This is an optimization exercise on Yosys and OpenROAD, whose aim is small area, a short achievable clock period and few clock cycles per item, not a production implementation.
Function was checked by simulation only, so behaviour that the tests miss may differ from the original.

==> flow/design.v (outline; a module is shown in full before it is edited, if it fits) <==
// module cmpr_enc4: 734 lines
// module cmpr_sqd: 342 lines
// module cmpr_gbe: 1241 lines
// module cmpr_bl21: 145 lines
module cmpr_enc4 (
    input  wire         clk,
    input  wire         rst,
    input  wire         in_valid,
    output wire         in_ready,
    input  wire [511:0] in_pixels,
    input  wire [31:0]  in_dim,
    output reg          out_valid,
    output reg  [15:0]  out_r0,
    output reg  [15:0]  out_r1,
    output reg  [31:0]  out_idx,
    output reg  [3:0]   out_flags
);
  // ...
==> flow/run.sh <==
#!/bin/bash
# synth_recipe.tcl (not shown) runs the flow's synth.tcl, then flattens the netlist and writes it again
# the make line also repeats each setting of config.mk as NAME=value (left out here)
make -C /OpenROAD-flow-scripts/flow DESIGN_CONFIG=/design/flow/config.mk WORK_HOME=/design/flow/orfs CLKGATE_MAP_FILE= SYNTH_SCRIPT=/design/flow/synth_recipe.tcl finish
==> flow/config.mk <==
export PLATFORM = sky130hd
export DESIGN_NAME = cmpr_enc4
export DESIGN_NICKNAME = cmpr_enc4
export VERILOG_FILES = /design/flow/design.v
export SDC_FILE = /design/flow/constraint.sdc
export NUM_CORES = 8
export LEC_CHECK = 0
export CAP_MARGIN = 20
export CORE_MARGIN = 2
export CORE_UTILIZATION = 45
export PLACE_DENSITY = 0.6
export SLEW_MARGIN = 20
==> flow/constraint.sdc <==
create_clock -name core_clock -period 23.0 [get_ports {clk}]
set_input_delay 4.6000 -clock core_clock [delete_from_list [all_inputs] [get_ports {clk}]]
set_output_delay 4.6000 -clock core_clock [all_outputs]
set_load 0.01 [all_outputs]
==> metrics.csv, run 1 <==
stage;metric;value;unit
outcome;status;complete, but fails checks;
outcome;violations;max-capacitance violations, max-slew violations;
placement;dp.final_hpwl;1190000;um
sta;maxSlewViolCount;8;
die;initial_core_util;0.451;
critical_path;max_stage_delay;0.85;ns
critical_path;r2r_setup_slack;13.90;ns
layout;register_area;79900;um^2
global_routing;groute.usage.overall;0.385;
sta;setup-tns-final;0;ns
layout;final_cell_mix;inv_1 (5677), fa_1 (4495), dfxtp_1 (3482), and2_1 (3370), ha_1 (2800);
layout;final_cell_count_no_fill;46300;
sta;period_needed;9.10;ns
layout;n_antenna_cell;553;
synthesis;synth_top_family_by_area;adder cells;
sta;setup_violations;0;
detailed_routing;ant_nets;0;
synthesis;avgSynthCellArea;9.85;um^2
flow_run;maxCapViolCount;1;
synthesis;muxShareOfSynthArea;0.0714;
critical_path;regToRegStartpoint;t4[31]$_DFF_P_;
layout;clock_cell_area_share;0.0431;
synthesis;synth_area;343000;um^2
sta;hold_slack;0.251;ns
cts;clock-sinks;3835;
placement;postPlaceCellArea;362000;um^2
layout;area_dominant_class;multi-input gates;
cts;cts_tree;done;
layout;n_all_inverters;5689;
die;die_h;877;um
layout;seq_cells;3835;
sta;fin_ws;13.90;ns
detailed_routing;drcViolationCount;0;
synthesis;synth_nets;42600;
placement;post-place-ws;13.89;ns
Testbench counts, summed over its fixed seeds: cycles 7,611, blocks 512.
==> inputs of run 2 (changes only) <==
--- a/flow/design.v
+++ b/flow/design.v
@@ -34,42 +34,30 @@
         reg [4:0] xa, xb;
         begin
             xa = {1'b0, o} + {1'b0, qa};
             xb = {1'b0, o} + {1'b0, qb};
             if (xb[4] & ~xa[4]) prank = {~xb[3:0], ~xa[3:0]};
             else                prank = {~xa[3:0], ~xb[3:0]};
         end
     endfunction
-    function [25:0] fnode;
-        input [25:0] x;
-        input [25:0] y;
-        input        mn;
-        fnode = ((y > x) ^ mn) ? y : x;
-    endfunction
-    function [43:0] gnode;
-        input [43:0] x;
-        input [43:0] y;
-        input        mn;
-        gnode = ((y > x) ^ mn) ? y : x;
-    endfunction
     reg        aPass, aDone, aGen, aNeedPt, aAny, aFirst;
     reg [3:0]  aFirstS, oA;
     reg [2:0]  bSt;
     reg        bGen, bNeedPt, bAny, bFour;
     reg [3:0]  bFirstS, oB;
     reg        segA, segB;
     reg [2:0]  cnt;
     reg        aFull, aDoneNow, bFreeNow, inrdy;
     reg        rpValid, rpFound;
     reg [3:0]  rpI, rpJ;
     wire xfer   = aDoneNow & bFreeNow;
     assign in_ready = inrdy;             
     wire accept = in_valid & inrdy;
-    wire [2:0] bLen1      = bGen ? 3'd7 : 3'd3;
+    wire [2:0] bLen1      = (segA | bGen) ? 3'd7 : 3'd3;
     wire       aLastPass  = ~aGen | aPass;
     wire       aPassEnd   = segA & (cnt == 3'd7);
     wire       aFinal     = aPassEnd & aLastPass;
     wire       bFinal     = segB & (cnt == bLen1);
     wire       segEnd     = aPassEnd | bFinal | (~segA & ~segB);
     wire       aFull_n    = accept | (aFull & ~xfer);
     wire       aDone_n    = ~accept & ~xfer & (aDone | aFinal);
     wire       aPass_n    = accept ? 1'b0 : (aPassEnd ? ~aPass : aPass);
@@ -84,23 +72,25 @@
             B_K2:    bSt_n = B_K3;
             B_K3:    bSt_n = B_READY;
             default: bSt_n = bSt;
         endcase
     end
     wire       bGen_n     = xfer ? aGen : bGen;
     wire       bReady_n   = (bSt_n == B_READY);
     wire       startB     = segEnd & bReady_n;
-    wire       startA     = segEnd & ~bReady_n & aFull_n & ~aDone_n;
+    wire       startA     = segEnd & aFull_n & ~aDone_n & (~bReady_n | (~bGen_n & aPass_n));
+    wire       startBo    = startB & ~startA;      
     wire       segA_n     = segEnd ? startA : segA;
     wire       segB_n     = segEnd ? startB : segB;
     wire [2:0] cnt_n      = segEnd ? 3'd0 : cnt + 3'd1;
-    wire       aFinNext   = segA_n & (cnt_n == 3'd7) & (~aGen | aPass_n);
+    wire       aFinNext   = segA & ~segEnd & (cnt == 3'd6) & aLastPass;    
     wire       aDoneNow_n = ~xfer & (aDoneNow | aFinNext);
-    wire       bFreeNow_n = (bSt_n == B_EMPTY) | (segB_n & (cnt_n == (bGen_n ? 3'd7 : 3'd3)));
+    wire       bEmpty_n   = ~xfer & (bFinal | (bSt == B_EMPTY));
+    wire       bFreeNow_n = bEmpty_n | (segB & ~segEnd & (cnt == ((segA | bGen) ? 3'd6 : 3'd2)));
     always @(posedge clk) begin
         if (rst) begin
             aFull    <= 1'b0;
             aDone    <= 1'b0;
             aPass    <= 1'b0;
             aFirst   <= 1'b0;
             bSt      <= B_EMPTY;
             segA     <= 1'b0;
@@ -128,29 +118,30 @@
     reg [3:0]  segBO;      
     reg [7:0]  pass1G;     
     integer ci;
     always @(posedge clk) begin
         for (ci = 0; ci < 8; ci = ci + 1) begin
             aFullC[ci]    <= ~rst & (accept | (aFullC[ci] & ~xfer));
             aDoneNowC[ci] <= ~rst & ~xfer & (aDoneNowC[ci] | aFinNext);
         end
-        for (ci = 0; ci < 16; ci = ci + 1)
-            segBU[ci] <= ~rst & (segEnd ? startB : segBU[ci]);
+        for (ci = 0; ci < 16; ci = ci + 1)    
+            segBU[ci] <= ~rst & (segEnd ? (ci[2] ? startB : startBo) : segBU[ci]);
         for (ci = 0; ci < 4; ci = ci + 1)
-            segBO[ci] <= ~rst & (segEnd ? startB : segBO[ci]);
+            segBO[ci] <= ~rst & (segEnd ? (ci[0] ? startB : startBo) : segBO[ci]);
         for (ci = 0; ci < 8; ci = ci + 1)
             pass1G[ci] <= ~rst & (segEnd ? (startA & aPass_n) : pass1G[ci]);
     end
     wire [7:0] xferG = aDoneNowC & {8{bFreeNow}};
     wire [7:0] ldA   = ~aFullC | xferG;      
-    reg  [31:0] dimR;
-    always @(posedge clk) dimR <= in_dim;
-    wire [3:0] colm = {|dimR[15:2], (|dimR[15:2]) | (&dimR[1:0]), |dimR[15:1], |dimR[15:0]};
-    wire [3:0] rowm = {|dimR[31:18], (|dimR[31:18]) | (&dimR[17:16]), |dimR[31:17], |dimR[31:16]};
+    reg  [3:0] colm, rowm;    
+    always @(posedge clk) begin
+        colm <= {|in_dim[15:2], (|in_dim[15:2]) | (&in_dim[1:0]), |in_dim[15:1], |in_dim[15:0]};
+        rowm <= {|in_dim[31:18], (|in_dim[31:18]) | (&in_dim[17:16]), |in_dim[31:17], |in_dim[31:16]};
+    end
     reg [33:0] a0;
     reg [33:0] a1;
     reg [33:0] a2;
     reg [33:0] a3;
     reg [33:0] a4;
     reg [33:0] a5;
     reg [33:0] a6;
     reg [33:0] a7;
@@ -266,215 +257,298 @@
     wire [31:0] opa12 = oa3;
     wire [31:0] opb12 = segBU[12] ? pal0 : a13[31:0];
     wire [31:0] opa13 = oa3;
     wire [31:0] opb13 = segBU[13] ? pal1 : a14[31:0];
     wire [31:0] opa14 = oa3;
     wire [31:0] opb14 = segBU[14] ? palx2 : a15[31:0];
     wire [31:0] opa15 = oa3;
     wire [31:0] opb15 = palx3;
-    localparam TW = 1 + 1 + 4 + 1 + 1 + 1 + 1 + 1 + 8 + 16;
-    wire [TW-1:0] t0 = {segA | segB, segB, segB ? oB : oA, aPass,
-                         (segA & (cnt == 3'd0) & ~aPass) | (segB & (cnt == 3'd0)),
-                         aFinal | bFinal, segB ? bGen : aGen, bFour,
-                         {b12[32], b12[33], b8[32], b8[33], b4[32], b4[33], b0[32], b0[33]},
+    localparam TW = 25 + 17;
+    wire [TW-1:0] t0 = {segA, oA, aPass, segA & (cnt == 3'd0) & ~aPass, aFinal, aGen,
                          {1'b0,
                          (aFirst ? survC[8] & survC[15] : a8[33] & a15[33]),
                          (aFirst ? survC[8] & survC[14] : a8[33] & a14[33]),
                          (aFirst ? survC[8] & survC[13] : a8[33] & a13[33]),
                          (~aPass & (aFirst ? survC[8] & survC[12] : a8[33] & a12[33])),
                          (aPass ? (aFirst ? survC[8] & survC[15] : a8[33] & a15[33]) : (aFirst ? survC[8] & survC[11] : a8[33] & a11[33])),
                          (aPass ? (aFirst ? survC[8] & survC[14] : a8[33] & a14[33]) : (aFirst ? survC[8] & survC[10] : a8[33] & a10[33])),
                          (aPass ? (aFirst ? survC[8] & survC[13] : a8[33] & a13[33]) : (aFirst ? survC[8] & survC[9] : a8[33] & a9[33])),
                          (aFirst ? survC[0] & survC[8] : a0[33] & a8[33]),
                          (aFirst ? survC[0] & survC[7] : a0[33] & a7[33]),
                          (aFirst ? survC[0] & survC[6] : a0[33] & a6[33]),
                          (aFirst ? survC[0] & survC[5] : a0[33] & a5[33]),
                          (aPass ? (aFirst ? survC[0] & survC[8] : a0[33] & a8[33]) : (aFirst ? survC[0] & survC[4] : a0[33] & a4[33])),
                          (aPass ? (aFirst ? survC[0] & survC[7] : a0[33] & a7[33]) : (aFirst ? survC[0] & survC[3] : a0[33] & a3[33])),
                          (aPass ? (aFirst ? survC[0] & survC[6] : a0[33] & a6[33]) : (aFirst ? survC[0] & survC[2] : a0[33] & a2[33])),
-                         (aPass ? (aFirst ? survC[0] & survC[5] : a0[33] & a5[33]) : (aFirst ? survC[0] & survC[1] : a0[33] & a1[33]))}};
+                         (aPass ? (aFirst ? survC[0] & survC[5] : a0[33] & a5[33]) : (aFirst ? survC[0] & survC[1] : a0[33] & a1[33]))},
+                         segB, oB, bFinal, bGen, bFour, segA & segB,
+                         {b12[32], b12[33], b8[32], b8[33], b4[32], b4[33], b0[32], b0[33]}};
     reg  [TW-1:0] t1, t2, t3, t4, t5;
     always @(posedge clk) begin
         t1 <= t0; t2 <= t1; t3 <= t2; t4 <= t3; t5 <= t4;
         if (rst) begin
-            t1[TW-1] <= 1'b0; t2[TW-1] <= 1'b0; t3[TW-1] <= 1'b0; t4[TW-1] <= 1'b0; t5[TW-1] <= 1'b0;
+            t1[41] <= 1'b0; t2[41] <= 1'b0; t3[41] <= 1'b0; t4[41] <= 1'b0; t5[41] <= 1'b0;
+            t1[16] <= 1'b0; t2[16] <= 1'b0; t3[16] <= 1'b0; t4[16] <= 1'b0; t5[16] <= 1'b0;
         end
     end
-    wire        t1v = t1[TW-1], t1b = t1[TW-2];
-    wire [3:0]  t1o = t1[TW-3:TW-6];
-    wire        t1c = t1[TW-7], t1first = t1[TW-8], t1last = t1[TW-9], t1gen = t1[TW-10], t1four = t1[TW-11];
-    wire [7:0]  t1ov = t1[23:16];
-    wire [15:0] t1vld = t1[15:0];
-    wire        t2v = t2[TW-1], t2b = t2[TW-2];
-    wire [3:0]  t2o = t2[TW-3:TW-6];
-    wire        t2c = t2[TW-7], t2first = t2[TW-8], t2last = t2[TW-9], t2gen = t2[TW-10], t2four = t2[TW-11];
-    wire [7:0]  t2ov = t2[23:16];
-    wire [15:0] t2vld = t2[15:0];
-    wire        t3v = t3[TW-1], t3b = t3[TW-2];
-    wire [3:0]  t3o = t3[TW-3:TW-6];
-    wire        t3c = t3[TW-7], t3first = t3[TW-8], t3last = t3[TW-9], t3gen = t3[TW-10], t3four = t3[TW-11];
-    wire [7:0]  t3ov = t3[23:16];
-    wire [15:0] t3vld = t3[15:0];
-    wire        t4v = t4[TW-1], t4b = t4[TW-2];
-    wire [3:0]  t4o = t4[TW-3:TW-6];
-    wire        t4c = t4[TW-7], t4first = t4[TW-8], t4last = t4[TW-9], t4gen = t4[TW-10], t4four = t4[TW-11];
-    wire [7:0]  t4ov = t4[23:16];
-    wire [15:0] t4vld = t4[15:0];
-    wire        t5v = t5[TW-1], t5b = t5[TW-2];
-    wire [3:0]  t5o = t5[TW-3:TW-6];
-    wire        t5c = t5[TW-7], t5first = t5[TW-8], t5last = t5[TW-9], t5gen = t5[TW-10], t5four = t5[TW-11];
-    wire [7:0]  t5ov = t5[23:16];
-    wire [15:0] t5vld = t5[15:0];
+    wire        t1vA = t1[41], t1c = t1[36], t1firstA = t1[35], t1lastA = t1[34], t1genA = t1[33];
+    wire [3:0]  t1oA = t1[40:37];
+    wire [15:0] t1vld = t1[32:17];
+    wire        t1vB = t1[16], t1lastB = t1[11], t1genB = t1[10], t1four = t1[9], t1half = t1[8];
+    wire [3:0]  t1oB = t1[15:12];
+    wire [7:0]  t1ov = t1[7:0];
+    wire        t2vA = t2[41], t2c = t2[36], t2firstA = t2[35], t2lastA = t2[34], t2genA = t2[33];
+    wire [3:0]  t2oA = t2[40:37];
+    wire [15:0] t2vld = t2[32:17];
+    wire        t2vB = t2[16], t2lastB = t2[11], t2genB = t2[10], t2four = t2[9], t2half = t2[8];
+    wire [3:0]  t2oB = t2[15:12];
+    wire [7:0]  t2ov = t2[7:0];
+    wire        t3vA = t3[41], t3c = t3[36], t3firstA = t3[35], t3lastA = t3[34], t3genA = t3[33];
+    wire [3:0]  t3oA = t3[40:37];
+    wire [15:0] t3vld = t3[32:17];
+    wire        t3vB = t3[16], t3lastB = t3[11], t3genB = t3[10], t3four = t3[9], t3half = t3[8];
+    wire [3:0]  t3oB = t3[15:12];
+    wire [7:0]  t3ov = t3[7:0];
+    wire        t4vA = t4[41], t4c = t4[36], t4firstA = t4[35], t4lastA = t4[34], t4genA = t4[33];
+    wire [3:0]  t4oA = t4[40:37];
+    wire [15:0] t4vld = t4[32:17];
+    wire        t4vB = t4[16], t4lastB = t4[11], t4genB = t4[10], t4four = t4[9], t4half = t4[8];
+    wire [3:0]  t4oB = t4[15:12];
+    wire [7:0]  t4ov = t4[7:0];
+    wire        t5vA = t5[41], t5c = t5[36], t5firstA = t5[35], t5lastA = t5[34], t5genA = t5[33];
+    wire [3:0]  t5oA = t5[40:37];
+    wire [15:0] t5vld = t5[32:17];
+    wire        t5vB = t5[16], t5lastB = t5[11], t5genB = t5[10], t5four = t5[9], t5half = t5[8];
+    wire [3:0]  t5oB = t5[15:12];
+    wire [7:0]  t5ov = t5[7:0];
     reg [15:0] segB1;      
     always @(posedge clk) segB1 <= segBU;
     wire [17:0] sq0;
     cmpr_sqd su0 (.clk(clk), .a(opa0[31:8]), .b(opb0[31:8]), .q(sq0));
-    reg  [25:0] fl0;
-    always @(posedge clk) fl0 <= segB1[0] ? {sq0, 2'd0, 6'd0} : (t1vld[0] ? {sq0, prank(t1o, 4'd0, 4'd1)} : 26'd0);
+    reg  [26:0] fl0;
+    always @(posedge clk) fl0 <= {segB1[0] | t1vld[0], sq0, segB1[0] ? {2'd0, 6'd0} : prank(t1oA, 4'd0, t1c ? 4'd5 : 4'd1)};
     wire [17:0] sq1;
     cmpr_sqd su1 (.clk(clk), .a(opa1[31:8]), .b(opb1[31:8]), .q(sq1));
-    reg  [25:0] fl1;
-    always @(posedge clk) fl1 <= segB1[1] ? {sq1, 2'd1, 6'd0} : (t1vld[1] ? {sq1, prank(t1o, 4'd0, 4'd2)} : 26'd0);
+    reg  [26:0] fl1;
+    always @(posedge clk) fl1 <= {segB1[1] | t1vld[1], sq1, segB1[1] ? {2'd1, 6'd0} : prank(t1oA, 4'd0, t1c ? 4'd6 : 4'd2)};
     wire [17:0] sq2;
     cmpr_sqd su2 (.clk(clk), .a(opa2[31:8]), .b(opb2[31:8]), .q(sq2));
-    reg  [25:0] fl2;
-    always @(posedge clk) fl2 <= segB1[2] ? {sq2, 2'd2, 6'd0} : (t1vld[2] ? {sq2, prank(t1o, 4'd0, 4'd3)} : 26'd0);
+    reg  [26:0] fl2;
+    always @(posedge clk) fl2 <= {segB1[2] | t1vld[2], sq2, segB1[2] ? {2'd2, 6'd0} : prank(t1oA, 4'd0, t1c ? 4'd7 : 4'd3)};
     wire [17:0] sq3;
     cmpr_sqd su3 (.clk(clk), .a(opa3[31:8]), .b(opb3[31:8]), .q(sq3));
-    reg  [25:0] fl3;
-    always @(posedge clk) fl3 <= segB1[3] ? {((t1four | t1gen) ? sq3 : 18'd97537), 2'd3, 6'd0} : (t1vld[3] ? {sq3, prank(t1o, 4'd0, 4'd4)} : 26'd0);
+    reg  [26:0] fl3;
+    always @(posedge clk) fl3 <= {segB1[3] | t1vld[3], ((t1four | t1genB | ~segB1[3]) ? sq3 : 18'd97537), segB1[3] ? {2'd3, 6'd0} : prank(t1oA, 4'd0, t1c ? 4'd8 : 4'd4)};
     wire [17:0] sq4;
     cmpr_sqd su4 (.clk(clk), .a(opa4[31:8]), .b(opb4[31:8]), .q(sq4));
-    reg  [25:0] fl4;
-    always @(posedge clk) fl4 <= segB1[4] ? {sq4, 2'd0, 6'd0} : (t1vld[4] ? {sq4, prank(t1o, 4'd0, 4'd5)} : 26'd0);
+    reg  [26:0] fl4;
+    always @(posedge clk) fl4 <= {segB1[4] | t1vld[4], sq4, segB1[4] ? {2'd0, 6'd0} : prank(t1oA, 4'd0, 4'd5)};
     wire [17:0] sq5;
     cmpr_sqd su5 (.clk(clk), .a(opa5[31:8]), .b(opb5[31:8]), .q(sq5));
-    reg  [25:0] fl5;
-    always @(posedge clk) fl5 <= segB1[5] ? {sq5, 2'd1, 6'd0} : (t1vld[5] ? {sq5, prank(t1o, 4'd0, 4'd6)} : 26'd0);
+    reg  [26:0] fl5;
+    always @(posedge clk) fl5 <= {segB1[5] | t1vld[5], sq5, segB1[5] ? {2'd1, 6'd0} : prank(t1oA, 4'd0, 4'd6)};
     wire [17:0] sq6;
     cmpr_sqd su6 (.clk(clk), .a(opa6[31:8]), .b(opb6[31:8]), .q(sq6));
-    reg  [25:0] fl6;
-    always @(posedge clk) fl6 <= segB1[6] ? {sq6, 2'd2, 6'd0} : (t1vld[6] ? {sq6, prank(t1o, 4'd0, 4'd7)} : 26'd0);
+    reg  [26:0] fl6;
+    always @(posedge clk) fl6 <= {segB1[6] | t1vld[6], sq6, segB1[6] ? {2'd2, 6'd0} : prank(t1oA, 4'd0, 4'd7)};
     wire [17:0] sq7;
     cmpr_sqd su7 (.clk(clk), .a(opa7[31:8]), .b(opb7[31:8]), .q(sq7));
-    reg  [25:0] fl7;
-    always @(posedge clk) fl7 <= segB1[7] ? {((t1four | t1gen) ? sq7 : 18'd97537), 2'd3, 6'd0} : (t1vld[7] ? {sq7, prank(t1o, 4'd0, 4'd8)} : 26'd0);
+    reg  [26:0] fl7;
+    always @(posedge clk) fl7 <= {segB1[7] | t1vld[7], ((t1four | t1genB | ~segB1[7]) ? sq7 : 18'd97537), segB1[7] ? {2'd3, 6'd0} : prank(t1oA, 4'd0, 4'd8)};
     wire [17:0] sq8;
     cmpr_sqd su8 (.clk(clk), .a(opa8[31:8]), .b(opb8[31:8]), .q(sq8));
-    reg  [25:0] fl8;
-    always @(posedge clk) fl8 <= segB1[8] ? {sq8, 2'd0, 6'd0} : (t1vld[8] ? {sq8, prank(t1o, 4'd8, 4'd9)} : 26'd0);
+    reg  [26:0] fl8;
+    always @(posedge clk) fl8 <= {segB1[8] | t1vld[8], sq8, segB1[8] ? {2'd0, 6'd0} : prank(t1oA, 4'd8, t1c ? 4'd13 : 4'd9)};
     wire [17:0] sq9;
     cmpr_sqd su9 (.clk(clk), .a(opa9[31:8]), .b(opb9[31:8]), .q(sq9));
-    reg  [25:0] fl9;
-    always @(posedge clk) fl9 <= segB1[9] ? {sq9, 2'd1, 6'd0} : (t1vld[9] ? {sq9, prank(t1o, 4'd8, 4'd10)} : 26'd0);
+    reg  [26:0] fl9;
+    always @(posedge clk) fl9 <= {segB1[9] | t1vld[9], sq9, segB1[9] ? {2'd1, 6'd0} : prank(t1oA, 4'd8, t1c ? 4'd14 : 4'd10)};
     wire [17:0] sq10;
     cmpr_sqd su10 (.clk(clk), .a(opa10[31:8]), .b(opb10[31:8]), .q(sq10));
-    reg  [25:0] fl10;
-    always @(posedge clk) fl10 <= segB1[10] ? {sq10, 2'd2, 6'd0} : (t1vld[10] ? {sq10, prank(t1o, 4'd8, 4'd11)} : 26'd0);
+    reg  [26:0] fl10;
+    always @(posedge clk) fl10 <= {segB1[10] | t1vld[10], sq10, segB1[10] ? {2'd2, 6'd0} : prank(t1oA, 4'd8, t1c ? 4'd15 : 4'd11)};
     wire [17:0] sq11;
     cmpr_sqd su11 (.clk(clk), .a(opa11[31:8]), .b(opb11[31:8]), .q(sq11));
-    reg  [25:0] fl11;
-    always @(posedge clk) fl11 <= segB1[11] ? {((t1four | t1gen) ? sq11 : 18'd97537), 2'd3, 6'd0} : (t1vld[11] ? {sq11, prank(t1o, 4'd8, 4'd12)} : 26'd0);
+    reg  [26:0] fl11;
+    always @(posedge clk) fl11 <= {segB1[11] | t1vld[11], ((t1four | t1genB | ~segB1[11]) ? sq11 : 18'd97537), segB1[11] ? {2'd3, 6'd0} : prank(t1oA, 4'd8, 4'd12)};
     wire [17:0] sq12;
     cmpr_sqd su12 (.clk(clk), .a(opa12[31:8]), .b(opb12[31:8]), .q(sq12));
-    reg  [25:0] fl12;
-    always @(posedge clk) fl12 <= segB1[12] ? {sq12, 2'd0, 6'd0} : (t1vld[12] ? {sq12, prank(t1o, 4'd8, 4'd13)} : 26'd0);
+    reg  [26:0] fl12;
+    always @(posedge clk) fl12 <= {segB1[12] | t1vld[12], sq12, segB1[12] ? {2'd0, 6'd0} : prank(t1oA, 4'd8, 4'd13)};
     wire [17:0] sq13;
     cmpr_sqd su13 (.clk(clk), .a(opa13[31:8]), .b(opb13[31:8]), .q(sq13));
-    reg  [25:0] fl13;
-    always @(posedge clk) fl13 <= segB1[13] ? {sq13, 2'd1, 6'd0} : (t1vld[13] ? {sq13, prank(t1o, 4'd8, 4'd14)} : 26'd0);
+    reg  [26:0] fl13;
+    always @(posedge clk) fl13 <= {segB1[13] | t1vld[13], sq13, segB1[13] ? {2'd1, 6'd0} : prank(t1oA, 4'd8, 4'd14)};
     wire [17:0] sq14;
     cmpr_sqd su14 (.clk(clk), .a(opa14[31:8]), .b(opb14[31:8]), .q(sq14));
-    reg  [25:0] fl14;
-    always @(posedge clk) fl14 <= segB1[14] ? {sq14, 2'd2, 6'd0} : (t1vld[14] ? {sq14, prank(t1o, 4'd8, 4'd15)} : 26'd0);
+    reg  [26:0] fl14;
+    always @(posedge clk) fl14 <= {segB1[14] | t1vld[14], sq14, segB1[14] ? {2'd2, 6'd0} : prank(t1oA, 4'd8, 4'd15)};
     wire [17:0] sq15;
     cmpr_sqd su15 (.clk(clk), .a(opa15[31:8]), .b(opb15[31:8]), .q(sq15));
-    reg  [25:0] fl15;
-    always @(posedge clk) fl15 <= segB1[15] ? {((t1four | t1gen) ? sq15 : 18'd97537), 2'd3, 6'd0} : (26'd0);
-    wire [25:0] f1_0 = fnode(fl0, fl1, t2b);
-    wire [25:0] f1_1 = fnode(fl2, fl3, t2b);
-    wire [25:0] f1_2 = fnode(fl4, fl5, t2b);
-    wire [25:0] f1_3 = fnode(fl6, fl7, t2b);
-    wire [25:0] f1_4 = fnode(fl8, fl9, t2b);
-    wire [25:0] f1_5 = fnode(fl10, fl11, t2b);
-    wire [25:0] f1_6 = fnode(fl12, fl13, t2b);
-    wire [25:0] f1_7 = fnode(fl14, fl15, t2b);
-    reg  [25:0] f2r0, f2r1, f2r2, f2r3;
-    always @(posedge clk) begin
-        f2r0 <= fnode(f1_0, f1_1, t2b);
-        f2r1 <= fnode(f1_2, f1_3, t2b);
-        f2r2 <= fnode(f1_4, f1_5, t2b);
-        f2r3 <= fnode(f1_6, f1_7, t2b);
-    end
-    reg  [25:0] froot;
-    always @(posedge clk) froot <= fnode(fnode(f2r0, f2r1, 1'b0), fnode(f2r2, f2r3, 1'b0), 1'b0);
-    reg  [25:0] fbest;
-    wire [25:0] fbest_n = t4first ? froot : fnode(fbest, froot, 1'b0);
-    always @(posedge clk) if (t4v & ~t4b) fbest <= fbest_n;
+    reg  [26:0] fl15;
+    always @(posedge clk) fl15 <= {segB1[15] | 1'b0, ((t1four | t1genB | ~segB1[15]) ? sq15 : 18'd97537), segB1[15] ? {2'd3, 6'd0} : 8'd0};
+    reg  [26:0] f2r0, f2r1, f2r2, f2r3, froot, fbest;
+    wire ft0_g01 = (fl1 > fl0) ^ t2vB;    
+    wire ft0_g02 = (fl2 > fl0) ^ t2vB;    
+    wire ft0_g03 = (fl3 > fl0) ^ t2vB;    
+    wire ft0_g12 = (fl2 > fl1) ^ t2vB;    
+    wire ft0_g13 = (fl3 > fl1) ^ t2vB;    
+    wire ft0_g23 = (fl3 > fl2) ^ t2vB;    
+    wire ft0_w0 = ~ft0_g01 & ~ft0_g02 & ~ft0_g03;
+    wire ft0_w1 = ~ft0_g12 & ~ft0_g13 & ft0_g01;
+    wire ft0_w2 = ~ft0_g23 & ft0_g02 & ft0_g12;
+    wire ft0_w3 = ft0_g03 & ft0_g13 & ft0_g23;
+    always @(posedge clk) f2r0 <= (({27{ft0_w0}} & fl0) | ({27{ft0_w1}} & fl1) | ({27{ft0_w2}} & fl2) | ({27{ft0_w3}} & fl3));
+    wire ft1_g01 = (fl5 > fl4) ^ t2vB;    
+    wire ft1_g02 = (fl6 > fl4) ^ t2vB;    
+    wire ft1_g03 = (fl7 > fl4) ^ t2vB;    
+    wire ft1_g12 = (fl6 > fl5) ^ t2vB;    
+    wire ft1_g13 = (fl7 > fl5) ^ t2vB;    
+    wire ft1_g23 = (fl7 > fl6) ^ t2vB;    
+    wire ft1_w0 = ~ft1_g01 & ~ft1_g02 & ~ft1_g03;
+    wire ft1_w1 = ~ft1_g12 & ~ft1_g13 & ft1_g01;
+    wire ft1_w2 = ~ft1_g23 & ft1_g02 & ft1_g12;
+    wire ft1_w3 = ft1_g03 & ft1_g13 & ft1_g23;
+    always @(posedge clk) f2r1 <= (({27{ft1_w0}} & fl4) | ({27{ft1_w1}} & fl5) | ({27{ft1_w2}} & fl6) | ({27{ft1_w3}} & fl7));
+    wire ft2_g01 = (fl9 > fl8) ^ t2vB;    
+    wire ft2_g02 = (fl10 > fl8) ^ t2vB;    
+    wire ft2_g03 = (fl11 > fl8) ^ t2vB;    
+    wire ft2_g12 = (fl10 > fl9) ^ t2vB;    
+    wire ft2_g13 = (fl11 > fl9) ^ t2vB;    
+    wire ft2_g23 = (fl11 > fl10) ^ t2vB;    
+    wire ft2_w0 = ~ft2_g01 & ~ft2_g02 & ~ft2_g03;
+    wire ft2_w1 = ~ft2_g12 & ~ft2_g13 & ft2_g01;
+    wire ft2_w2 = ~ft2_g23 & ft2_g02 & ft2_g12;
+    wire ft2_w3 = ft2_g03 & ft2_g13 & ft2_g23;
+    always @(posedge clk) f2r2 <= (({27{ft2_w0}} & fl8) | ({27{ft2_w1}} & fl9) | ({27{ft2_w2}} & fl10) | ({27{ft2_w3}} & fl11));
+    wire ft3_g01 = (fl13 > fl12) ^ t2vB;    
+    wire ft3_g02 = (fl14 > fl12) ^ t2vB;    
+    wire ft3_g03 = (fl15 > fl12) ^ t2vB;    
+    wire ft3_g12 = (fl14 > fl13) ^ t2vB;    
+    wire ft3_g13 = (fl15 > fl13) ^ t2vB;    
+    wire ft3_g23 = (fl15 > fl14) ^ t2vB;    
+    wire ft3_w0 = ~ft3_g01 & ~ft3_g02 & ~ft3_g03;
+    wire ft3_w1 = ~ft3_g12 & ~ft3_g13 & ft3_g01;
+    wire ft3_w2 = ~ft3_g23 & ft3_g02 & ft3_g12;
+    wire ft3_w3 = ft3_g03 & ft3_g13 & ft3_g23;
+    always @(posedge clk) f2r3 <= (({27{ft3_w0}} & fl12) | ({27{ft3_w1}} & fl13) | ({27{ft3_w2}} & fl14) | ({27{ft3_w3}} & fl15));
+    wire fr_g01 = (f2r1 > f2r0) ^ 1'b0;    
+    wire fr_g02 = (f2r2 > f2r0) ^ 1'b0;    
+    wire fr_g03 = (f2r3 > f2r0) ^ 1'b0;    
+    wire fr_g12 = (f2r2 > f2r1) ^ 1'b0;    
+    wire fr_g13 = (f2r3 > f2r1) ^ 1'b0;    
+    wire fr_g23 = (f2r3 > f2r2) ^ 1'b0;    
+    wire fr_w0 = ~fr_g01 & ~fr_g02 & ~fr_g03;
+    wire fr_w1 = ~fr_g12 & ~fr_g13 & fr_g01;
+    wire fr_w2 = ~fr_g23 & fr_g02 & fr_g12;
+    wire fr_w3 = fr_g03 & fr_g13 & fr_g23;
+    always @(posedge clk) froot <= (({27{fr_w0}} & f2r0) | ({27{fr_w1}} & f2r1) | ({27{fr_w2}} & f2r2) | ({27{fr_w3}} & f2r3));
+    wire [26:0] fbest_n = (t4firstA | (froot > fbest)) ? froot : fbest;
+    always @(posedge clk) if (t4vA) fbest <= fbest_n;
     wire [34:0] gra0, grb0;
     cmpr_gbe gb0 (.clk(clk), .sa(opa0[7:0]), .pa(opb0[7:0]), .sq(fl0[25:8]), .ra(gra0), .rb(grb0));
     reg  [34:0] gd0;
     always @(posedge clk) gd0 <= gra0 + grb0;
-    wire [43:0] gl0 = {t4b | t4vld[0], gd0, t4b ? {2'd0, 6'd0} : prank(t4o, 4'd0, t4c ? 4'd5 : 4'd1)};
+    reg  [8:0] gk0a, gk0b;
+    always @(posedge clk) begin gk0a <= {fl0[26], fl0[7:0]}; gk0b <= gk0a; end
+    wire [43:0] gl0 = {gk0b[8], gd0, gk0b[7:0]};
     wire [34:0] gra1, grb1;
     cmpr_gbe gb1 (.clk(clk), .sa(opa1[7:0]), .pa(opb1[7:0]), .sq(fl1[25:8]), .ra(gra1), .rb(grb1));
     reg  [34:0] gd1;
     always @(posedge clk) gd1 <= gra1 + grb1;
-    wire [43:0] gl1 = {t4b | t4vld[1], gd1, t4b ? {2'd1, 6'd0} : prank(t4o, 4'd0, t4c ? 4'd6 : 4'd2)};
+    reg  [8:0] gk1a, gk1b;
+    always @(posedge clk) begin gk1a <= {fl1[26], fl1[7:0]}; gk1b <= gk1a; end
+    wire [43:0] gl1 = {gk1b[8], gd1, gk1b[7:0]};
     wire [34:0] gra2, grb2;
     cmpr_gbe gb2 (.clk(clk), .sa(opa2[7:0]), .pa(opb2[7:0]), .sq(fl2[25:8]), .ra(gra2), .rb(grb2));
     reg  [34:0] gd2;
     always @(posedge clk) gd2 <= gra2 + grb2;
-    wire [43:0] gl2 = {t4b | t4vld[2], gd2, t4b ? {2'd2, 6'd0} : prank(t4o, 4'd0, t4c ? 4'd7 : 4'd3)};
+    reg  [8:0] gk2a, gk2b;
+    always @(posedge clk) begin gk2a <= {fl2[26], fl2[7:0]}; gk2b <= gk2a; end
+    wire [43:0] gl2 = {gk2b[8], gd2, gk2b[7:0]};
     wire [34:0] gra3, grb3;
     cmpr_gbe gb3 (.clk(clk), .sa(opa3[7:0]), .pa(opb3[7:0]), .sq(fl3[25:8]), .ra(gra3), .rb(grb3));
     reg  [34:0] gd3;
     always @(posedge clk) gd3 <= gra3 + grb3;
-    wire [43:0] gl3 = {t4b | t4vld[3], gd3, t4b ? {2'd3, 6'd0} : prank(t4o, 4'd0, t4c ? 4'd8 : 4'd4)};
+    reg  [8:0] gk3a, gk3b;
+    always @(posedge clk) begin gk3a <= {fl3[26], fl3[7:0]}; gk3b <= gk3a; end
+    wire [43:0] gl3 = {gk3b[8], gd3, gk3b[7:0]};
     wire [34:0] gra4, grb4;
     cmpr_gbe gb4 (.clk(clk), .sa(opa8[7:0]), .pa(opb8[7:0]), .sq(fl8[25:8]), .ra(gra4), .rb(grb4));
     reg  [34:0] gd4;
     always @(posedge clk) gd4 <= gra4 + grb4;
-    wire [43:0] gl4 = {t4b | t4vld[8], gd4, t4b ? {2'd0, 6'd0} : prank(t4o, 4'd8, t4c ? 4'd13 : 4'd9)};
+    reg  [8:0] gk4a, gk4b;
+    always @(posedge clk) begin gk4a <= {fl8[26], fl8[7:0]}; gk4b <= gk4a; end
+    wire [43:0] gl4 = {gk4b[8], gd4, gk4b[7:0]};
     wire [34:0] gra5, grb5;
     cmpr_gbe gb5 (.clk(clk), .sa(opa9[7:0]), .pa(opb9[7:0]), .sq(fl9[25:8]), .ra(gra5), .rb(grb5));
     reg  [34:0] gd5;
     always @(posedge clk) gd5 <= gra5 + grb5;
-    wire [43:0] gl5 = {t4b | t4vld[9], gd5, t4b ? {2'd1, 6'd0} : prank(t4o, 4'd8, t4c ? 4'd14 : 4'd10)};
+    reg  [8:0] gk5a, gk5b;
+    always @(posedge clk) begin gk5a <= {fl9[26], fl9[7:0]}; gk5b <= gk5a; end
+    wire [43:0] gl5 = {gk5b[8], gd5, gk5b[7:0]};
     wire [34:0] gra6, grb6;
     cmpr_gbe gb6 (.clk(clk), .sa(opa10[7:0]), .pa(opb10[7:0]), .sq(fl10[25:8]), .ra(gra6), .rb(grb6));
     reg  [34:0] gd6;
     always @(posedge clk) gd6 <= gra6 + grb6;
-    wire [43:0] gl6 = {t4b | t4vld[10], gd6, t4b ? {2'd2, 6'd0} : prank(t4o, 4'd8, t4c ? 4'd15 : 4'd11)};
+    reg  [8:0] gk6a, gk6b;
+    always @(posedge clk) begin gk6a <= {fl10[26], fl10[7:0]}; gk6b <= gk6a; end
+    wire [43:0] gl6 = {gk6b[8], gd6, gk6b[7:0]};
     wire [34:0] gra7, grb7;
     cmpr_gbe gb7 (.clk(clk), .sa(opa11[7:0]), .pa(opb11[7:0]), .sq(fl11[25:8]), .ra(gra7), .rb(grb7));
     reg  [34:0] gd7;
     always @(posedge clk) gd7 <= gra7 + grb7;
-    wire [43:0] gl7 = {t4b | t4vld[11], gd7, t4b ? {2'd3, 6'd0} : prank(t4o, 4'd8, 4'd12)};
-    reg [43:0] g2r0, g2r1;
-    always @(posedge clk) begin
-        g2r0 <= gnode(gnode(gl0, gl1, t4b), gnode(gl2, gl3, t4b), t4b);
-        g2r1 <= gnode(gnode(gl4, gl5, t4b), gnode(gl6, gl7, t4b), t4b);
-    end
-    reg  [43:0] gbest;
-    wire [43:0] groot   = gnode(g2r0, g2r1, 1'b0);
-    wire [43:0] gbest_n = t5first ? groot : gnode(gbest, groot, 1'b0);
-    always @(posedge clk) if (t5v & ~t5b) gbest <= gbest_n;
-    wire fDone = t4v & ~t4b & t4last & ~t4gen;
-    wire gDone = t5v & ~t5b & t5last & t5gen;
+    reg  [8:0] gk7a, gk7b;
+    always @(posedge clk) begin gk7a <= {fl11[26], fl11[7:0]}; gk7b <= gk7a; end
+    wire [43:0] gl7 = {gk7b[8], gd7, gk7b[7:0]};
+    wire t4gi = t4vB & t4genB;    
+    reg [43:0] g2r0, g2r1, gbest;
+    wire gt0_g01 = (gl1 > gl0) ^ t4gi;    
+    wire gt0_g02 = (gl2 > gl0) ^ t4gi;    
+    wire gt0_g03 = (gl3 > gl0) ^ t4gi;    
+    wire gt0_g12 = (gl2 > gl1) ^ t4gi;    
+    wire gt0_g13 = (gl3 > gl1) ^ t4gi;    
+    wire gt0_g23 = (gl3 > gl2) ^ t4gi;    
+    wire gt0_w0 = ~gt0_g01 & ~gt0_g02 & ~gt0_g03;
+    wire gt0_w1 = ~gt0_g12 & ~gt0_g13 & gt0_g01;
+    wire gt0_w2 = ~gt0_g23 & gt0_g02 & gt0_g12;
+    wire gt0_w3 = gt0_g03 & gt0_g13 & gt0_g23;
+    always @(posedge clk) g2r0 <= (({44{gt0_w0}} & gl0) | ({44{gt0_w1}} & gl1) | ({44{gt0_w2}} & gl2) | ({44{gt0_w3}} & gl3));
+    wire gt1_g01 = (gl5 > gl4) ^ t4gi;    
+    wire gt1_g02 = (gl6 > gl4) ^ t4gi;    
+    wire gt1_g03 = (gl7 > gl4) ^ t4gi;    
+    wire gt1_g12 = (gl6 > gl5) ^ t4gi;    
+    wire gt1_g13 = (gl7 > gl5) ^ t4gi;    
+    wire gt1_g23 = (gl7 > gl6) ^ t4gi;    
+    wire gt1_w0 = ~gt1_g01 & ~gt1_g02 & ~gt1_g03;
+    wire gt1_w1 = ~gt1_g12 & ~gt1_g13 & gt1_g01;
+    wire gt1_w2 = ~gt1_g23 & gt1_g02 & gt1_g12;
+    wire gt1_w3 = gt1_g03 & gt1_g13 & gt1_g23;
+    always @(posedge clk) g2r1 <= (({44{gt1_w0}} & gl4) | ({44{gt1_w1}} & gl5) | ({44{gt1_w2}} & gl6) | ({44{gt1_w3}} & gl7));
+    wire gr_g01 = (g2r1 > g2r0) ^ 1'b0;    
+    wire gr_g02 = (gbc > g2r0) ^ 1'b0;    
+    wire gr_g12 = (gbc > g2r1) ^ 1'b0;    
+    wire gr_w0 = ~gr_g01 & ~gr_g02;
+    wire gr_w1 = ~gr_g12 & gr_g01;
+    wire gr_w2 = gr_g02 & gr_g12;
+    wire [43:0] gbc = t5firstA ? 44'd0 : gbest;
+    wire [43:0] gbest_n = (({44{gr_w0}} & g2r0) | ({44{gr_w1}} & g2r1) | ({44{gr_w2}} & gbc));
+    always @(posedge clk) if (t5vA) gbest <= gbest_n;
+    wire fDone = t4vA & t4lastA & ~t4genA;
+    wire gDone = t5vA & t5lastA & t5genA;
     always @(posedge clk) begin
         if (rst)
             rpValid <= 1'b0;
         else if (fDone | gDone)
             rpValid <= 1'b1;
         else if (bSt == B_WAITK && rpValid)
             rpValid <= 1'b0;
         if (fDone) begin
-            rpFound <= |fbest_n[7:0];
+            rpFound <= fbest_n[26];
             rpI     <= ~fbest_n[7:4];
             rpJ     <= ~fbest_n[3:0];
         end else if (gDone) begin
             rpFound <= gbest_n[43];
             rpI     <= ~gbest_n[7:4];
             rpJ     <= ~gbest_n[3:0];
         end
     end
@@ -531,24 +605,22 @@
     wire [15:0] kRb2 = kTie ? (kRa0 ? 16'hFFFF : 16'h0000) : kRb;
     wire        kGt  = kTie ? ~kRa0 : (kRa > kRb);
     wire        kLt  = kTie ? kRa0 : (kRa < kRb);
     wire        kSwp = bNeedPt ? kGt : kLt;
     wire        kFour = kSwp ? kLt : kGt;
     reg  [15:0] bR0, bR1;
     reg  [3:0]  bFlags;
     wire [23:0] blQ2, blQ3, avQ;
-    wire [2:0]  blR;
     genvar gc;
     generate for (gc = 0; gc < 3; gc = gc + 1) begin : blend
         wire [8:0] ab = {1'b0, pal0[8*gc+15:8*gc+8]} + {1'b0, pal1[8*gc+15:8*gc+8]};
-        cmpr_bl21 bl (.a(pal0[8*gc+15:8*gc+8]), .b(pal1[8*gc+15:8*gc+8]), .q(blQ2[8*gc+7:8*gc]), .rnz(blR[gc]));
-        wire [8:0] q3 = ab - {1'b0, blQ2[8*gc+7:8*gc]} - {8'd0, blR[gc]};
-        assign blQ3[8*gc+7:8*gc] = q3[7:0];
-        assign avQ[8*gc+7:8*gc]  = ab[8:1];
+        cmpr_bl21 bl2 (.a(pal0[8*gc+15:8*gc+8]), .b(pal1[8*gc+15:8*gc+8]), .q(blQ2[8*gc+7:8*gc]));
+        cmpr_bl21 bl3 (.a(pal1[8*gc+15:8*gc+8]), .b(pal0[8*gc+15:8*gc+8]), .q(blQ3[8*gc+7:8*gc]));
+        assign avQ[8*gc+7:8*gc] = ab[8:1];
     end endgenerate
     always @(posedge clk) begin
         if (bSt == B_WAITK && rpValid) begin
             pal0 <= kPixI;
             pal1 <= kPixJ;
         end
         if (bSt == B_K2) begin
             pal0   <= kSwp ? kB2 : kA;
@@ -569,172 +641,172 @@
         ires = ~code[1] ? 2'd0 : (~code[0] ? 2'd3 : e);
     endfunction
     wire [1:0] fres0 = ires(t3ov[1:0], f2r0[7:6]);
     wire [1:0] fres1 = ires(t3ov[3:2], f2r1[7:6]);
     wire [1:0] fres2 = ires(t3ov[5:4], f2r2[7:6]);
     wire [1:0] fres3 = ires(t3ov[7:6], f2r3[7:6]);
     wire [1:0] gres0 = ires(t5ov[1:0], g2r0[7:6]);
     wire [1:0] gres1 = ires(t5ov[5:4], g2r1[7:6]);
-    wire fIdx = t3v & t3b & ~t3gen;
-    wire gIdx = t5v & t5b & t5gen;
+    wire fIdx = t3vB & ~t3genB;
+    wire gIdx = t5vB & t5genB;
     always @(posedge clk) begin
         begin : fw0
             reg [3:0] df, dg;
-            df = 4'd0 - t3o;
-            dg = 4'd0 - t5o;
-            if (fIdx && df[1:0] == 2'd0)
+            df = 4'd0 - t3oB;
+            dg = 4'd0 - t5oB;
+            if (fIdx && df[1:0] == 2'd0 && (~t3half || df[2]))
                 out_idx[31:30] <= df[3:2] == 2'd0 ? fres0 : df[3:2] == 2'd1 ? fres1 : df[3:2] == 2'd2 ? fres2 : fres3;
             else if (gIdx && dg[2:0] == 3'd0)
                 out_idx[31:30] <= dg[3] ? gres1 : gres0;
         end
         begin : fw1
             reg [3:0] df, dg;
-            df = 4'd1 - t3o;
-            dg = 4'd1 - t5o;
-            if (fIdx && df[1:0] == 2'd0)
+            df = 4'd1 - t3oB;
+            dg = 4'd1 - t5oB;
+            if (fIdx && df[1:0] == 2'd0 && (~t3half || df[2]))
                 out_idx[29:28] <= df[3:2] == 2'd0 ? fres0 : df[3:2] == 2'd1 ? fres1 : df[3:2] == 2'd2 ? fres2 : fres3;
             else if (gIdx && dg[2:0] == 3'd0)
                 out_idx[29:28] <= dg[3] ? gres1 : gres0;
         end
         begin : fw2
             reg [3:0] df, dg;
-            df = 4'd2 - t3o;
-            dg = 4'd2 - t5o;
-            if (fIdx && df[1:0] == 2'd0)
+            df = 4'd2 - t3oB;
+            dg = 4'd2 - t5oB;
+            if (fIdx && df[1:0] == 2'd0 && (~t3half || df[2]))
                 out_idx[27:26] <= df[3:2] == 2'd0 ? fres0 : df[3:2] == 2'd1 ? fres1 : df[3:2] == 2'd2 ? fres2 : fres3;
             else if (gIdx && dg[2:0] == 3'd0)
                 out_idx[27:26] <= dg[3] ? gres1 : gres0;
         end
         begin : fw3
             reg [3:0] df, dg;
-            df = 4'd3 - t3o;
-            dg = 4'd3 - t5o;
-            if (fIdx && df[1:0] == 2'd0)
+            df = 4'd3 - t3oB;
+            dg = 4'd3 - t5oB;
+            if (fIdx && df[1:0] == 2'd0 && (~t3half || df[2]))
                 out_idx[25:24] <= df[3:2] == 2'd0 ? fres0 : df[3:2] == 2'd1 ? fres1 : df[3:2] == 2'd2 ? fres2 : fres3;
             else if (gIdx && dg[2:0] == 3'd0)
                 out_idx[25:24] <= dg[3] ? gres1 : gres0;
         end
         begin : fw4
             reg [3:0] df, dg;
-            df = 4'd4 - t3o;
-            dg = 4'd4 - t5o;
-            if (fIdx && df[1:0] == 2'd0)
+            df = 4'd4 - t3oB;
+            dg = 4'd4 - t5oB;
+            if (fIdx && df[1:0] == 2'd0 && (~t3half || df[2]))
                 out_idx[23:22] <= df[3:2] == 2'd0 ? fres0 : df[3:2] == 2'd1 ? fres1 : df[3:2] == 2'd2 ? fres2 : fres3;
             else if (gIdx && dg[2:0] == 3'd0)
                 out_idx[23:22] <= dg[3] ? gres1 : gres0;
         end
         begin : fw5
             reg [3:0] df, dg;
-            df = 4'd5 - t3o;
-            dg = 4'd5 - t5o;
-            if (fIdx && df[1:0] == 2'd0)
+            df = 4'd5 - t3oB;
+            dg = 4'd5 - t5oB;
+            if (fIdx && df[1:0] == 2'd0 && (~t3half || df[2]))
                 out_idx[21:20] <= df[3:2] == 2'd0 ? fres0 : df[3:2] == 2'd1 ? fres1 : df[3:2] == 2'd2 ? fres2 : fres3;
             else if (gIdx && dg[2:0] == 3'd0)
                 out_idx[21:20] <= dg[3] ? gres1 : gres0;
         end
         begin : fw6
             reg [3:0] df, dg;
-            df = 4'd6 - t3o;
-            dg = 4'd6 - t5o;
-            if (fIdx && df[1:0] == 2'd0)
+            df = 4'd6 - t3oB;
+            dg = 4'd6 - t5oB;
+            if (fIdx && df[1:0] == 2'd0 && (~t3half || df[2]))
                 out_idx[19:18] <= df[3:2] == 2'd0 ? fres0 : df[3:2] == 2'd1 ? fres1 : df[3:2] == 2'd2 ? fres2 : fres3;
             else if (gIdx && dg[2:0] == 3'd0)
                 out_idx[19:18] <= dg[3] ? gres1 : gres0;
         end
         begin : fw7
             reg [3:0] df, dg;
-            df = 4'd7 - t3o;
-            dg = 4'd7 - t5o;
-            if (fIdx && df[1:0] == 2'd0)
+            df = 4'd7 - t3oB;
+            dg = 4'd7 - t5oB;
+            if (fIdx && df[1:0] == 2'd0 && (~t3half || df[2]))
                 out_idx[17:16] <= df[3:2] == 2'd0 ? fres0 : df[3:2] == 2'd1 ? fres1 : df[3:2] == 2'd2 ? fres2 : fres3;
             else if (gIdx && dg[2:0] == 3'd0)
                 out_idx[17:16] <= dg[3] ? gres1 : gres0;
         end
         begin : fw8
             reg [3:0] df, dg;
-            df = 4'd8 - t3o;
-            dg = 4'd8 - t5o;
-            if (fIdx && df[1:0] == 2'd0)
+            df = 4'd8 - t3oB;
+            dg = 4'd8 - t5oB;
+            if (fIdx && df[1:0] == 2'd0 && (~t3half || df[2]))
                 out_idx[15:14] <= df[3:2] == 2'd0 ? fres0 : df[3:2] == 2'd1 ? fres1 : df[3:2] == 2'd2 ? fres2 : fres3;
             else if (gIdx && dg[2:0] == 3'd0)
                 out_idx[15:14] <= dg[3] ? gres1 : gres0;
         end
         begin : fw9
             reg [3:0] df, dg;
-            df = 4'd9 - t3o;
-            dg = 4'd9 - t5o;
-            if (fIdx && df[1:0] == 2'd0)
+            df = 4'd9 - t3oB;
+            dg = 4'd9 - t5oB;
+            if (fIdx && df[1:0] == 2'd0 && (~t3half || df[2]))
                 out_idx[13:12] <= df[3:2] == 2'd0 ? fres0 : df[3:2] == 2'd1 ? fres1 : df[3:2] == 2'd2 ? fres2 : fres3;
             else if (gIdx && dg[2:0] == 3'd0)
                 out_idx[13:12] <= dg[3] ? gres1 : gres0;
         end
         begin : fw10
             reg [3:0] df, dg;
-            df = 4'd10 - t3o;
-            dg = 4'd10 - t5o;
-            if (fIdx && df[1:0] == 2'd0)
+            df = 4'd10 - t3oB;
+            dg = 4'd10 - t5oB;
+            if (fIdx && df[1:0] == 2'd0 && (~t3half || df[2]))
                 out_idx[11:10] <= df[3:2] == 2'd0 ? fres0 : df[3:2] == 2'd1 ? fres1 : df[3:2] == 2'd2 ? fres2 : fres3;
             else if (gIdx && dg[2:0] == 3'd0)
                 out_idx[11:10] <= dg[3] ? gres1 : gres0;
         end
         begin : fw11
             reg [3:0] df, dg;
-            df = 4'd11 - t3o;
-            dg = 4'd11 - t5o;
-            if (fIdx && df[1:0] == 2'd0)
+            df = 4'd11 - t3oB;
+            dg = 4'd11 - t5oB;
+            if (fIdx && df[1:0] == 2'd0 && (~t3half || df[2]))
                 out_idx[9:8] <= df[3:2] == 2'd0 ? fres0 : df[3:2] == 2'd1 ? fres1 : df[3:2] == 2'd2 ? fres2 : fres3;
             else if (gIdx && dg[2:0] == 3'd0)
                 out_idx[9:8] <= dg[3] ? gres1 : gres0;
         end
         begin : fw12
             reg [3:0] df, dg;
-            df = 4'd12 - t3o;
-            dg = 4'd12 - t5o;
-            if (fIdx && df[1:0] == 2'd0)
+            df = 4'd12 - t3oB;
+            dg = 4'd12 - t5oB;
+            if (fIdx && df[1:0] == 2'd0 && (~t3half || df[2]))
                 out_idx[7:6] <= df[3:2] == 2'd0 ? fres0 : df[3:2] == 2'd1 ? fres1 : df[3:2] == 2'd2 ? fres2 : fres3;
             else if (gIdx && dg[2:0] == 3'd0)
                 out_idx[7:6] <= dg[3] ? gres1 : gres0;
         end
         begin : fw13
             reg [3:0] df, dg;
-            df = 4'd13 - t3o;
-            dg = 4'd13 - t5o;
-            if (fIdx && df[1:0] == 2'd0)
+            df = 4'd13 - t3oB;
+            dg = 4'd13 - t5oB;
+            if (fIdx && df[1:0] == 2'd0 && (~t3half || df[2]))
                 out_idx[5:4] <= df[3:2] == 2'd0 ? fres0 : df[3:2] == 2'd1 ? fres1 : df[3:2] == 2'd2 ? fres2 : fres3;
             else if (gIdx && dg[2:0] == 3'd0)
                 out_idx[5:4] <= dg[3] ? gres1 : gres0;
         end
         begin : fw14
             reg [3:0] df, dg;
-            df = 4'd14 - t3o;
-            dg = 4'd14 - t5o;
-            if (fIdx && df[1:0] == 2'd0)
+            df = 4'd14 - t3oB;
+            dg = 4'd14 - t5oB;
+            if (fIdx && df[1:0] == 2'd0 && (~t3half || df[2]))
                 out_idx[3:2] <= df[3:2] == 2'd0 ? fres0 : df[3:2] == 2'd1 ? fres1 : df[3:2] == 2'd2 ? fres2 : fres3;
             else if (gIdx && dg[2:0] == 3'd0)
                 out_idx[3:2] <= dg[3] ? gres1 : gres0;
         end
         begin : fw15
             reg [3:0] df, dg;
-            df = 4'd15 - t3o;
-            dg = 4'd15 - t5o;
-            if (fIdx && df[1:0] == 2'd0)
+            df = 4'd15 - t3oB;
+            dg = 4'd15 - t5oB;
+            if (fIdx && df[1:0] == 2'd0 && (~t3half || df[2]))
                 out_idx[1:0] <= df[3:2] == 2'd0 ? fres0 : df[3:2] == 2'd1 ? fres1 : df[3:2] == 2'd2 ? fres2 : fres3;
             else if (gIdx && dg[2:0] == 3'd0)
                 out_idx[1:0] <= dg[3] ? gres1 : gres0;
         end
         if (bFinal) begin
             out_r0    <= bR0;
             out_r1    <= bR1;
             out_flags <= bFlags;
         end
         if (rst)
             out_valid <= 1'b0;
         else
-            out_valid <= (fIdx & t3last) | (gIdx & t5last);
+            out_valid <= (fIdx & t3lastB) | (gIdx & t5lastB);
     end
 endmodule
 module cmpr_sqd (input clk, input [23:0] a, input [23:0] b, output [17:0] q);
     wire [8:0] d0 = {1'b0, a[23:16]} - {1'b0, b[23:16]};
     reg  [8:0] d0_r;
     wire [8:0] d1 = {1'b0, a[15:8]} - {1'b0, b[15:8]};
     reg  [8:0] d1_r;
     wire [8:0] d2 = {1'b0, a[7:0]} - {1'b0, b[7:0]};
@@ -1070,19 +1142,18 @@
     wire t_327 = (t_257 & t_292) | (t_257 & t_291) | (t_292 & t_291);
     wire t_328 = t_261 ^ t_294 ^ t_293;
     wire t_329 = (t_261 & t_294) | (t_261 & t_293) | (t_294 & t_293);
     wire t_330 = t_265 ^ t_296 ^ t_295;
     wire t_331 = (t_265 & t_296) | (t_265 & t_295) | (t_296 & t_295);
     assign q = {t_330, t_328, t_326, t_324, t_322, t_320, t_318, t_316, t_314, t_312, t_310, t_308, t_306, t_304, t_302, t_266, t_299, d2_r[0]} + {t_329, t_327, t_325, t_323, t_321, t_319, t_317, t_315, t_313, t_311, t_309, t_307, t_305, t_303, t_301, t_300, 1'b0, t_298};
 endmodule
 module cmpr_gbe (input clk, input [7:0] sa, input [7:0] pa, input [17:0] sq, output reg [34:0] ra, output reg [34:0] rb);
-    reg [7:0] sa_r, pa_r; reg [15:0] aa, dsq;
-    always @(posedge clk) begin sa_r <= sa; pa_r <= pa; end
-    wire [8:0] da = {1'b0, sa_r} - {1'b0, pa_r};
+    reg [7:0] sa_r, pa_r; reg [8:0] da; reg [15:0] aa, dsq;
+    always @(posedge clk) begin sa_r <= sa; pa_r <= pa; da <= {1'b0, sa} - {1'b0, pa}; end
     wire g_0 = sa_r[0] & pa_r[0];
     wire g_1 = sa_r[0] & pa_r[1];
     wire g_2 = sa_r[0] & pa_r[2];
     wire g_3 = sa_r[0] & pa_r[3];
     wire g_4 = sa_r[0] & pa_r[4];
     wire g_5 = sa_r[0] & pa_r[5];
     wire g_6 = sa_r[0] & pa_r[6];
     wire g_7 = sa_r[0] & pa_r[7];
@@ -2310,17 +2381,17 @@
     wire m_1002 = m_871 ^ m_936 ^ m_935;
     wire m_1003 = (m_871 & m_936) | (m_871 & m_935) | (m_936 & m_935);
     wire m_1004 = m_875 ^ m_938 ^ m_937;
     wire m_1005 = (m_875 & m_938) | (m_875 & m_937) | (m_938 & m_937);
     wire m_1006 = 1 ^ m_939;
     wire m_1007 = 1 & m_939;
     always @(posedge clk) begin ra <= {m_1006, m_1004, m_1002, m_1000, m_998, m_996, m_994, m_992, m_990, m_988, m_986, m_984, m_982, m_980, m_978, m_976, m_974, m_972, m_970, m_968, m_966, m_964, m_962, m_960, m_958, m_956, m_954, m_952, m_950, m_948, m_946, m_944, m_942, dsq[1], dsq[0]}; rb <= {m_1005, m_1003, m_1001, m_999, m_997, m_995, m_993, m_991, m_989, m_987, m_985, m_983, m_981, m_979, m_977, m_975, m_973, m_971, m_969, m_967, m_965, m_963, m_961, m_959, m_957, m_955, m_953, m_951, m_949, m_947, m_945, m_943, m_941, m_940, 1'b0}; end
 endmodule
-module cmpr_bl21 (input [7:0] a, input [7:0] b, output [7:0] q, output rnz);
+module cmpr_bl21 (input [7:0] a, input [7:0] b, output [7:0] q);
     wire d_0 = b[0] ^ a[1];
     wire d_1 = b[0] & a[1];
     wire d_2 = a[0] ^ b[1] ^ a[2];
     wire d_3 = (a[0] & b[1]) | (a[0] & a[2]) | (b[1] & a[2]);
     wire d_4 = b[3] ^ a[4];
     wire d_5 = b[3] & a[4];
     wire d_6 = b[0] ^ a[1] ^ b[2];
     wire d_7 = (b[0] & a[1]) | (b[0] & b[2]) | (a[1] & b[2]);
@@ -2453,10 +2524,9 @@
     wire d_134 = d_77 ^ d_104 ^ d_103;
     wire d_135 = (d_77 & d_104) | (d_77 & d_103) | (d_104 & d_103);
     wire d_136 = d_79 ^ d_106 ^ d_105;
     wire d_137 = (d_79 & d_106) | (d_79 & d_105) | (d_106 & d_105);
     wire d_138 = a[6] ^ b[7] ^ d_107;
     wire d_139 = (a[6] & b[7]) | (a[6] & d_107) | (b[7] & d_107);
     wire [18:0] s = {1'b0, a[7], d_138, d_136, d_134, d_132, d_130, d_128, d_126, d_124, d_122, d_120, d_118, d_116, d_114, d_112, d_110, b[1], b[0]} + {1'b0, d_139, d_137, d_135, d_133, d_131, d_129, d_127, d_125, d_123, d_121, d_119, d_117, d_115, d_113, d_111, d_109, d_108, 1'b0};
     assign q = s[18:11];
-    assign rnz = s[10] | s[9];    
 endmodule
==> metrics.csv, run 2 <==
stage;metric;value;unit;change
synthesis;synth.largest_area_cell;fa_1;;
cts;htree_levels;5;;
critical_path;regToRegStartpoint;pal1[24]$_DFFE_PN_;;
critical_path;r2r_setup_slack;16.82;ns;+2.92 ns
critical_path;cp.arrival;2.68;ns;
placement;port_buffers;616;;
synthesis;synth_warnings;3;;
synthesis;synth_nets;44900;;+5.3%
die;core-area;797000;um^2;
global_routing;grt_pass1_vias;282000;;
synthesis;synthTopCellsByArea;fa_1 (26%), dfxtp_1 (21%), ha_1 (12%);;
global_routing;grt_pass1_wl;2220000;um;
global_routing;groute.usage.overall;0.392;;+0.00673
critical_path;crit_buf_inv;1;;
worst_hold_path;min_path_cells;0;;
sta;tightest_slew;1.86;ns;
detailed_routing;routedWlPerCell;33.2;um;
cts;cts_made_buffers;467;;
synthesis;yosysSeqAreaShare;0.233;;
critical_path;critPathKind;register to output port;;
cts;hold_buffers;0;;
sta;maxSlewHeadroom;-0.242;;
sta;maxSlewViolCount;13;;+5
critical_path;r2r_cells;17;;
synthesis;avgSynthCellArea;9.90;um^2;+0.50%
synthesis;netlist_instances;36300;;
layout;layout-drive-gt1-share;0.0823;;
critical_path;timing.rr.end;pal2[23]$_DFFE_PN_;;
global_routing;antenna_found_initial;402;;
cts;postCtsSetupBuffers;0;;
sta;period_needed;7.28;ns;-1.82 ns
outcome;violations;max-capacitance violations, max-slew violations;;
worst_hold_path;whs_endpoint;gd7[0]$_DFF_P_;;
layout;top_regs;g2r0 x44, g2r1 x44, gbest x44;;
die;pin_count;617;;
sta;setup-tns-final;0;ns;unchanged
outcome;status;complete, but fails checks;;
critical_path;crit_chain;clkdlybuf4s50_1;;
synthesis;synth_top_area_frac;0.256;;
synthesis;yosys-top-cells-count;inv_1 (5872), fa_1 (4597), dfxtp_1 (3715), and2_1 (3581), ha_1 (3490);;
sta;max_freq;0.137;GHz;
sta;final-hold-violation-count;0;;
cts;clock-sinks;4025;;+5.0%
placement;post-place-ws;16.25;ns;+2.37 ns
detailed_routing;via_per_inst;5.80;;
layout;final_cell_count_no_fill;48300;;+4.3%
global_routing;grt-ovfl-total;0;;
critical_path;critPathTopFamily;buffers and inverters;;
die;dieWidth;897;um;
worst_hold_path;min_path_type;register to register;;
worst_hold_path;hp-start;gb7.ra[0]$_DFF_P_;;
sta;rsz0062_at_grt;no;;
detailed_routing;drt_iter0_markers;27900;;
synthesis;synth-seq-cells;4025;;
detailed_routing;ant_nets;0;;unchanged
sta;hold_slack;0.313;ns;+0.0623 ns
detailed_routing;vias;280000;;
flow_run;maxCapViolCount;1;;unchanged
layout;final_cell_mix;inv_1 (5870), fa_1 (4597), dfxtp_1 (3620), and2_1 (3581), ha_1 (3490);;
detailed_routing;drcViolationCount;0;;unchanged
synthesis;synthFlopType;dfxtp_1;;
synthesis;synth_cell_types;94;;
sta;fin_ws;15.72;ns;+1.82 ns
layout;area_growth;11.0;%;
synthesis;async_flop_share;0;;
cts;cts.clk_slew.worst_paths;0.06;ns;
placement;postPlaceCellArea;380000;um^2;+4.9%
critical_path;worstPathRequired;18.40;ns;
layout;utilization;0.500;;
synthesis;synth-edff-count;310;;
critical_path;cp-end-kind;output port;;
die;initial_core_util;0.451;;-0.000657
die;row_count;328;;
placement;gp_congestion;1.09;;
sta;fin_crit_sh;0.317;;
detailed_routing;dr.pass1.iters;13;;
critical_path;critPathLaunchType;register;;
sta;setup_violations;0;;unchanged
layout;design_area;398000;um^2;
synthesis;synth.most_common_cell;inv_1;;
cts;cts.repair.resized;0;;
critical_path;cp_max_fo;7;;
placement;dp.final_hpwl;1280000;um;+7.1%
global_routing;grt_max_degree;61;;
placement;dpl.cell_count;47000;;
sta;worst_clock_skew;0.197;ns;
die;fp.dieArea;805000;um^2;
layout;nNetsFinal;45500;;
die;die_h;897;um;+2.4%
detailed_routing;totalWireLength;1600000;um;
layout;final_common_cell;inv_1;;
cts;cts.path.max_buffers;4;;
cts;cts_tree;done;;
critical_path;max_stage_delay;1.05;ns;+0.20 ns
cts;insertion_delay;1.23;ns;
synthesis;synth_area;359000;um^2;+4.8%
critical_path;crit_slowest_cell;clkdlybuf4s50_1;;
cts;clock-root-buffer;clkbuf_16;;
[run 2: cell types whose count changed after synthesis, moves of 102 or more]
cell and delta:
fa_1 +102, and2_1 +211, inv_1 +194, dfxtp_1 +189
nor2_1 -469, nand4_1 +116, ha_1 +690, nand2_1 +283
mux2i_1 -518, a21o_1 +329, a22oi_1 +128
[run 2: cell type report]
class | instances | area, um^2
Clock buffer | 591 | 13200
Timing Repair Buffer | 1286 | 11200
Inverter | 5875 | 22100
Fill cell | 73500 | 398000
Tap cell | 10600 | 13200
Clock inverter | 284 | 3760
Antenna cell | 480 | 1200
Multi-Input combinational cell | 25200 | 250000
Sequential cell | 4025 | 83800
[run 2: worst max-delay path by stage]
stage / cells past startpoint / start / end / slack (ns)
floorplan: 4 / rst / aDoneNow$_SDFF_PP0_ / 17.38
detailed placement: 5 / in_dim[6] / colm[0]$_DFF_P_ / 16.25
global placement: 5 / in_dim[6] / colm[0]$_DFF_P_ / 16.24
CTS: 1 / inrdy$_SDFF_PP1_ / in_ready / 15.69
finish: 1 / inrdy$_SDFF_PP1_ / in_ready / 15.72
global route: 1 / inrdy$_SDFF_PP1_ / in_ready / 15.68
[run 2: cell families (layout without fill, tap and decap cells)]
kind of cell | count (synthesis) | in the layout | synth area share
muxes | 1699 | 1699 | 0.0526
and+or+nand+nor | 8759 | 8759 | 0.131
adders and majority gates | 8087 | 8087 | 0.378
xor gates and xnor gates | 1378 | 1378 | 0.0336
DFF | 4025 | 4025 | 0.233
buffers and inverters | 7017 | 8036 | 0.0735
other | 0 | 480 | 0
AOI/OAI and AO/OA | 5301 | 5301 | 0.0986
[run 2: routing by layer]
metal	global-route usage	routed length, um
met1	0.472	608000
met2	0.579	677000
met3	0.129	166000
met4	0.301	152000
met5	0.00552	1400
Testbench counts of run 2, summed over its fixed seeds: cycles 7,247, blocks 512.

## what the ideal ports hide
In the flow no input, the clock included, has a driving cell. The finished layouts below were timed again as built, in two steps. Step 1 (the two cells are an assumption about what drives the block):
set clk [get_ports {clk}]
set_driving_cell -lib_cell sky130_fd_sc_hd__clkbuf_16 $clk
set_driving_cell -lib_cell sky130_fd_sc_hd__buf_2 [delete_from_list [all_inputs] $clk]
Step 2 times the ports against the registers' clock, not the clock port: input delays grow and output delays shrink by t, the midpoint of the rising clock arrivals with the driver on. a / b / c = ideal ports / drivers / drivers and shift; a / b = the first two.
run	t, ns	setup slack, ns	pins driven straight from the clock port
run 1	1.291	13.897 / 13.897 / 13.897	1
run 2	1.288	15.720 / 15.563 / 15.973	1
